Context: an optimization exercise on an open-source flow, tuned for small area, a short achievable clock period and few clock cycles per item. The choices shown serve that exercise and are no tape-out recipe.
Only simulation tests tie the RTL to the original design; equivalence was not proved.
No activity file was given, so power comes from the tool's default toggle rates.

==> wip/nickel <==
// fpalu
module fpalu (
    input  wire        clk,
    input  wire        rst,           
    input  wire        in_valid,
    output wire        in_ready,
    input  wire [4:0]  in_op,
    input  wire [31:0] in_a,
    input  wire [31:0] in_b,
    output reg         out_valid,
    output reg  [31:0] out_result
);
    localparam OP_MOVE  = 5'd2;
    localparam OP_FADD  = 5'd3;
    localparam OP_FSUB  = 5'd4;
    localparam OP_FNEG  = 5'd5;
    localparam OP_FMUL  = 5'd6;
    localparam OP_FLOOR = 5'd8;
    localparam OP_CEIL  = 5'd9;
    localparam OP_ROUND = 5'd10;
    localparam OP_FABS  = 5'd11;
    localparam OP_FINV  = 5'd12;
    localparam OP_MIN   = 5'd13;
    localparam OP_MAX   = 5'd14;
    localparam [31:0] SENT = 32'hFFFFFFFF;
    assign in_ready = 1'b1;
    reg        v0;
    reg [4:0]  op;
    reg [31:0] a, b;
    always @(posedge clk) begin
        if (rst) v0 <= 1'b0;
        else     v0 <= in_valid;
        op <= in_op;
        a  <= in_a;
        b  <= in_b;
    end
    wire is_add = (op == OP_FADD) || (op == OP_FSUB);
    wire is_mul = (op == OP_FMUL);
    wire a_ge, a_less_b, b_less_a;
    fpalu_less u_less (
        .a      (a),
        .b      (b),
        .a_ge   (a_ge),
        .a_lt_b (a_less_b),
        .b_lt_a (b_less_a)
    );
    wire a_special = (a == SENT) || (a[30:0] == 31'h7F800000);
    wire b_special = (b == SENT) || (b[30:0] == 31'h7F800000);
    wire a_zero    = (a[30:0] == 31'd0);
    wire b_zero    = (b[30:0] == 31'd0);
    wire [31:0] bb = {b[31] ^ (op == OP_FSUB), b[30:0]};
    wire bb_special = (bb == SENT) || (b[30:0] == 31'h7F800000);
    wire [31:0] ir_y;
    wire        ir_inc;
    fpalu_intround u_intround (
        .a        (a),
        .is_floor (op == OP_FLOOR),
        .is_ceil  (op == OP_CEIL),
        .y        (ir_y),
        .inc      (ir_inc)
    );
    reg [31:0] byp;
    reg        done;
    always @(*) begin
        done = 1'b1;
  ...
==> flow/config.mk <==
export PLATFORM = sky130hd
export DESIGN_NAME = fpalu
export DESIGN_NICKNAME = fpalu
export VERILOG_FILES = /design/flow/design.v
export SDC_FILE = /design/flow/constraint.sdc
export NUM_CORES = 4
export LEC_CHECK = 0
export CAP_MARGIN = 20
export CORE_MARGIN = 2
export CORE_UTILIZATION = 55
export CTS_CLUSTER_DIAMETER = 200
export CTS_CLUSTER_SIZE = 25
export SLEW_MARGIN = 20
==> flow/constraint.sdc <==
create_clock -name core_clock -period 22.0 [get_ports {clk}]
set_input_delay 4.4000 -clock core_clock [delete_from_list [all_inputs] [get_ports {clk}]]
set_output_delay 4.4000 -clock core_clock [all_outputs]
set_load 0.01 [all_outputs]
standard.sh (not shown) runs the stock make flow with config.mk's settings and CLKGATE_MAP_FILE= SYNTH_SCRIPT=/design/flow/synth_recipe.tcl, a recipe that flattens the netlist after the stock synthesis.
==> flow/flow/run.sh <==
#!/bin/bash
# The standard layout (bash standard.sh: the standard flow's synthesis and ORFS flow), with
# two changes to how the layout is optimised; the clock, its period and the
# constraints are the design's own:
#  - the timing repair after placement, CTS and global routing aims for
#    16.65 ns of setup slack instead of 0, so it sizes the longest paths for
#    a clock of about 5.35 ns;
#  - every input and output port still gets its own buffer, but a buf_2
#    instead of the delay cell buffer_ports picks by default.
# The make output goes to standard_flow.log, each tool's own log to
# orfs/logs/.
set -euo pipefail
export SETUP_SLACK_MARGIN=16.65
export BUFFER_PORTS_ARGS="-buffer_cell sky130_fd_sc_hd__buf_2"
bash standard.sh > standard_flow.log 2>&1
==> wip/zinc (differences from wip/nickel) <==
--- a/flow/design.v
+++ b/flow/design.v
@@ -35,18 +35,13 @@
     wire [27:0] sh4 = shamt[3] ? {8'b0,  sh3[27:8]}  : sh3;
     wire [27:0] sh5 = shamt[4] ? {16'b0, sh4[27:16]} : sh4;
     wire sticky = (shamt[2] & (|sh2[3:0])) | (shamt[3] & (|sh3[7:0])) |
                   (shamt[4] & (|sh4[15:0]));
     wire [27:0] x_sml = {sh5[27:1], sh5[0] | sticky};
     wire [27:0] x_big = {1'b1, f_big, 4'b0000};
-    fpalu_adder #(.W(29)) u_add (
-        .a  ({1'b0, x_big}),
-        .b  ({1'b0, x_sml} ^ {29{sub}}),
-        .ci (sub),
-        .s  (x_sum)
-    );
+    assign x_sum = {1'b0, x_big} + ({1'b0, x_sml} ^ {29{sub}}) + {28'd0, sub};
 endmodule
 module fpalu_add_norm (
     input  wire [28:0] x_sum,
     output wire [22:0] z_hi,
     output wire        rnd,
     output wire        stk,
@@ -64,42 +59,12 @@
     assign lz[0] = ~z4[28];
     wire [28:0] z  = lz[0] ? {z4[27:0], 1'b0} : z4;
     assign z_hi = z[27:5];
     assign rnd  = z[4];
     assign stk  = |z[3:0];
 endmodule
-module fpalu_adder #(
-    parameter W = 32
-) (
-    input  wire [W-1:0] a,
-    input  wire [W-1:0] b,
-    input  wire         ci,
-    output wire [W-1:0] s
-);
-    localparam L = (W < 8) ? 3 : (W < 16) ? 4 : (W < 32) ? 5 : 6;
-    wire [W:0] g [0:L];
-    wire [W:0] p [0:L];
-    assign g[0] = {a & b, ci};
-    assign p[0] = {a ^ b, 1'b0};
-    genvar k, i;
-    generate
-        for (k = 0; k < L; k = k + 1) begin : lv
-            for (i = 0; i <= W; i = i + 1) begin : bt
-                if ((i >> k) & 1) begin : m
-                    localparam integer J = ((i >> k) << k) - 1;
-                    assign g[k+1][i] = g[k][i] | (p[k][i] & g[k][J]);
-                    assign p[k+1][i] = p[k][i] & p[k][J];
-                end else begin : c
-                    assign g[k+1][i] = g[k][i];
-                    assign p[k+1][i] = p[k][i];
-                end
-            end
-        end
-    endgenerate
-    assign s = (a ^ b) ^ g[L][W-1:0];
-endmodule
 module fpalu_mul_tree (
     input  wire [23:0] ma,
     input  wire [23:0] mb,
     output wire [47:0] r0,
     output wire [47:0] r1
 );
@@ -1149,41 +1114,39 @@
     output wire [31:0] y,
     output wire        inc
 );
     wire       s = a[31];
     wire [7:0] e = a[30:23];
     wire is_small = (e < 8'd127);    
-    reg [22:0] fmask, half, below;
-    integer j;
-    always @(*) begin
-        for (j = 0; j < 23; j = j + 1) begin
-            fmask[j] = (e < 8'd150 - j);
-            half[j]  = (e == 8'd149 - j);
-            below[j] = (e == 8'd148 - j);
-        end
-    end
+    wire [7:0]  ip    = e - 8'd127;
+    wire [22:0] fmask = (ip[7:5] != 3'd0) ? 23'd0 : (23'h7FFFFF >> ip[4:0]);
     wire has_frac = |(a[22:0] & fmask);
-    wire k1 = |(a[22:0] & half);
-    wire k0 = |(a[22:0] & below);
+    wire [22:0] half = fmask ^ {1'b0, fmask[22:1]};
+    wire        k1   = |(a[22:0] & half);
+    wire        k0   = |(a[22:0] & {1'b0, half[22:1]});
     wire up = is_floor ? 1'b0 : is_ceil ? has_frac : (k1 & (k0 | s));
     wire one = is_floor ? s : is_ceil ? ~s : ((e == 8'd126) & (a[22] | s));
     assign y   = is_small ? (one ? {s, 31'h3F800000} : 32'h00000000) :
                  up       ? {s, a[30:23], a[22:0] | fmask} :
                             {s, a[30:23], a[22:0] & ~fmask};
     assign inc = ~is_small & up;
 endmodule
 module fpalu_less (
     input  wire [31:0] a,
     input  wire [31:0] b,
     output wire        a_ge,      
+    output wire        mag_eq,    
     output wire        a_lt_b,    
     output wire        b_lt_a     
 );
-    assign a_ge = (a[30:0] >= b[30:0]);
-    assign a_lt_b = (a[31] != b[31]) ? a[31] : (a[31] ? a_ge : ~a_ge);
-    assign b_lt_a = (a[31] != b[31]) ? b[31] : (b[31] ? ~a_ge : a_ge);
+    assign a_ge   = (a[30:0] >= b[30:0]);
+    assign mag_eq = (a[30:0] == b[30:0]);
+    wire mag_lt = ~a_ge;              
+    wire mag_gt = a_ge & ~mag_eq;     
+    assign a_lt_b = (a[31] != b[31]) ? a[31] : (a[31] ? mag_gt : mag_lt);
+    assign b_lt_a = (a[31] != b[31]) ? b[31] : (b[31] ? mag_lt : mag_gt);
 endmodule
 module fpalu (
     input  wire        clk,
     input  wire        rst,           
     input  wire        in_valid,
     output wire        in_ready,
@@ -1216,17 +1179,18 @@
         op <= in_op;
         a  <= in_a;
         b  <= in_b;
     end
     wire is_add = (op == OP_FADD) || (op == OP_FSUB);
     wire is_mul = (op == OP_FMUL);
-    wire a_ge, a_less_b, b_less_a;
+    wire a_ge, mag_eq, a_less_b, b_less_a;
     fpalu_less u_less (
         .a      (a),
         .b      (b),
         .a_ge   (a_ge),
+        .mag_eq (mag_eq),
         .a_lt_b (a_less_b),
         .b_lt_a (b_less_a)
     );
     wire a_special = (a == SENT) || (a[30:0] == 31'h7F800000);
     wire b_special = (b == SENT) || (b[30:0] == 31'h7F800000);
     wire a_zero    = (a[30:0] == 31'd0);
@@ -1248,14 +1212,16 @@
         done = 1'b1;
         case (op)
             OP_MOVE:  byp = a;
             OP_FADD, OP_FSUB: begin
                 if (a_special || bb_special) byp = SENT;
                 else if (a_zero)             byp = bb;
-                else                         byp = a;
-                done = a_special || bb_special || a_zero || b_zero;
+                else if (b_zero)             byp = a;
+                else                         byp = 32'h00000000;   
+                done = a_special || bb_special || a_zero || b_zero ||
+                       (mag_eq && (a[31] != bb[31]));
             end
             OP_FNEG:  byp = a ^ 32'h80000000;
             OP_FMUL: begin
                 if (a_special || b_special) byp = SENT;
                 else                        byp = {a[31] ^ b[31], 31'd0};
                 done = a_special || b_special || a_zero || b_zero;
@@ -1328,19 +1294,13 @@
         .f_big (fb1),
         .f_sml (fs1),
         .shamt (sh1),
         .sub   (sub1),
         .x_sum (x_sum)
     );
-    wire [32:0] pq;
-    fpalu_adder #(.W(33)) u_padd (
-        .a  (p0),
-        .b  (p1),
-        .ci (pc1),
-        .s  (pq)
-    );
+    wire [32:0] pq    = p0 + p1 + {32'd0, pc1};
     wire [24:0] ph    = pq[32:8];
     wire [7:0]  me    = ph[24] ? e1 + 8'd1 : e1;
     wire [22:0] mfrac = ph[24] ? ph[23:1] : ph[22:0];
     wire        mbad  = ph[24] ? bad1_1 : bad0_1;
     wire [31:0] mul_res = mbad ? SENT : {s1, me, mfrac};
     wire [31:0] word = mul1 ? mul_res : {fs1[8:0], fb1};
@@ -1365,29 +1325,28 @@
         .x_sum (x2),
         .z_hi  (nz),
         .rnd   (n_rnd),
         .stk   (n_stk),
         .lz    (n_lz)
     );
-    wire zero2 = !pass2 && (x2 == 29'd0);
     wire [9:0] e_norm = {2'b00, e2} + 10'd1 - {5'd0, n_lz};
     wire e_low  = e_norm[9] || (e_norm == 10'd0);
     wire e_high = (e_norm[9:8] == 2'b01) || (e_norm[7:0] == 8'hFF);
     reg        v3;
     reg        chk3, bad3, up3;
     reg        s3;
     reg [7:0]  e3;
     reg [22:0] z3;
     always @(posedge clk) begin
         if (rst) v3 <= 1'b0;
         else     v3 <= v2;
-        chk3 <= !pass2 && !zero2;
-        bad3 <= !pass2 && !zero2 && (e_low || e_high);
+        chk3 <= !pass2;
+        bad3 <= !pass2 && (e_low || e_high);
         up3  <= pass2 ? inc2 : (n_rnd && (n_stk || s2));
-        s3   <= s2 && !zero2;
-        e3   <= pass2 ? e2 : zero2 ? 8'd0 : e_norm[7:0];
+        s3   <= s2;
+        e3   <= pass2 ? e2 : e_norm[7:0];
         z3   <= nz;
     end
     wire [30:0] sum = {e3, z3} + {30'd0, up3};
     wire        bad = bad3 || (chk3 && (sum[30:23] == 8'hFF));
     always @(posedge clk) begin
         if (rst) out_valid <= 1'b0;
==> flow/flow/run.sh (replaced) <==
#!/bin/bash
# The standard layout (bash standard.sh: the standard flow's synthesis and ORFS flow), with
# two changes to how the layout is optimised; the clock, its period and the
# constraints are the design's own:
#  - the timing repair after placement, CTS and global routing aims for
#    16.5 ns of setup slack instead of 0, so it sizes the longest paths for
#    a clock of about 5.5 ns;
#  - every input and output port still gets its own buffer, but a buf_2
#    instead of the delay cell buffer_ports picks by default.
# The make output goes to standard_flow.log, each tool's own log to
# orfs/logs/.
set -euo pipefail
export SETUP_SLACK_MARGIN=16.5
export BUFFER_PORTS_ARGS="-buffer_cell sky130_fd_sc_hd__buf_2"
bash standard.sh > standard_flow.log 2>&1
==> flow/config.mk (replaced) <==
export PLATFORM = sky130hd
export DESIGN_NAME = fpalu
export DESIGN_NICKNAME = fpalu
export VERILOG_FILES = /design/flow/design.v
export SDC_FILE = /design/flow/constraint.sdc
export NUM_CORES = 4
export LEC_CHECK = 0
export CAP_MARGIN = 20
export CORE_MARGIN = 2
export CORE_UTILIZATION = 40
export CTS_BUF_LIST = sky130_fd_sc_hd__clkbuf_16
export CTS_CLUSTER_DIAMETER = 60
export CTS_CLUSTER_SIZE = 16
export SLEW_MARGIN = 20
==> qor summary <==
Run status: wip/nickel complete, no violations; wip/zinc complete, no violations
Worst R2R Path Depth: wip/nickel 14; wip/zinc 20
Number of warnings issued by yosys: wip/nickel 4; wip/zinc 1
Die Width: wip/nickel 256.2 microns; wip/zinc 302.0 microns
Fill cell count: wip/nickel 5,680; wip/zinc 8,651
Core Util, Final: wip/nickel 0.5859; wip/zinc 0.4405
Dpl hpwl: wip/nickel 83.72 mm; wip/zinc 80.16 mm
Logic gate share of total power: wip/nickel 0.660; wip/zinc 0.582
Max_slew headroom: wip/nickel 0.2197; wip/zinc 0.2985
Die height: wip/nickel 256.2 microns; wip/zinc 302.0 microns
Fin Hold WS: wip/nickel 0.4148 ns; wip/zinc 0.4316 ns
Share of the clock period used by the worst path after layout: wip/nickel 0.2443; wip/zinc 0.2477
Initial antenna violation count: wip/nickel 7; wip/zinc 1
Testbench counts of wip/nickel, summed over its fixed seeds: cycles 40,040, items 40,000.
Testbench counts of wip/zinc, summed over its fixed seeds: cycles 40,040, items 40,000.

## static timing again, ports no longer ideal
The results above use ideal ports. As a check the final layouts listed here were re-extracted and re-timed, cells and wires unchanged.
Step 1 sets driving cells, clkbuf_16 on the clock port and buf_2 on the other inputs (assumed; they add their load-dependent delay and slew).
Step 2 adds t to the input delays and takes it off the output delays; t is the mean of the earliest and latest rising clock arrival at the registers after step 1. Input paths then give back, and output paths get back, about the clock's delay inside the block.
Slacks: no drivers / after step 1 / after step 2; pairs: no drivers / after step 1.
run | shift t [ns] | setup slack, ns | worst register clock-pin slew, ns | worst slew at a driven data input, ns
wip/nickel | 0.603 | 16.626 / 16.563 / 16.757 | 0.11 / 0.11 | 0.05
wip/zinc | 0.680 | 16.550 / 16.485 / 16.610 | 0.07 / 0.07 | 0.09
After both steps every run listed still meets setup and hold.
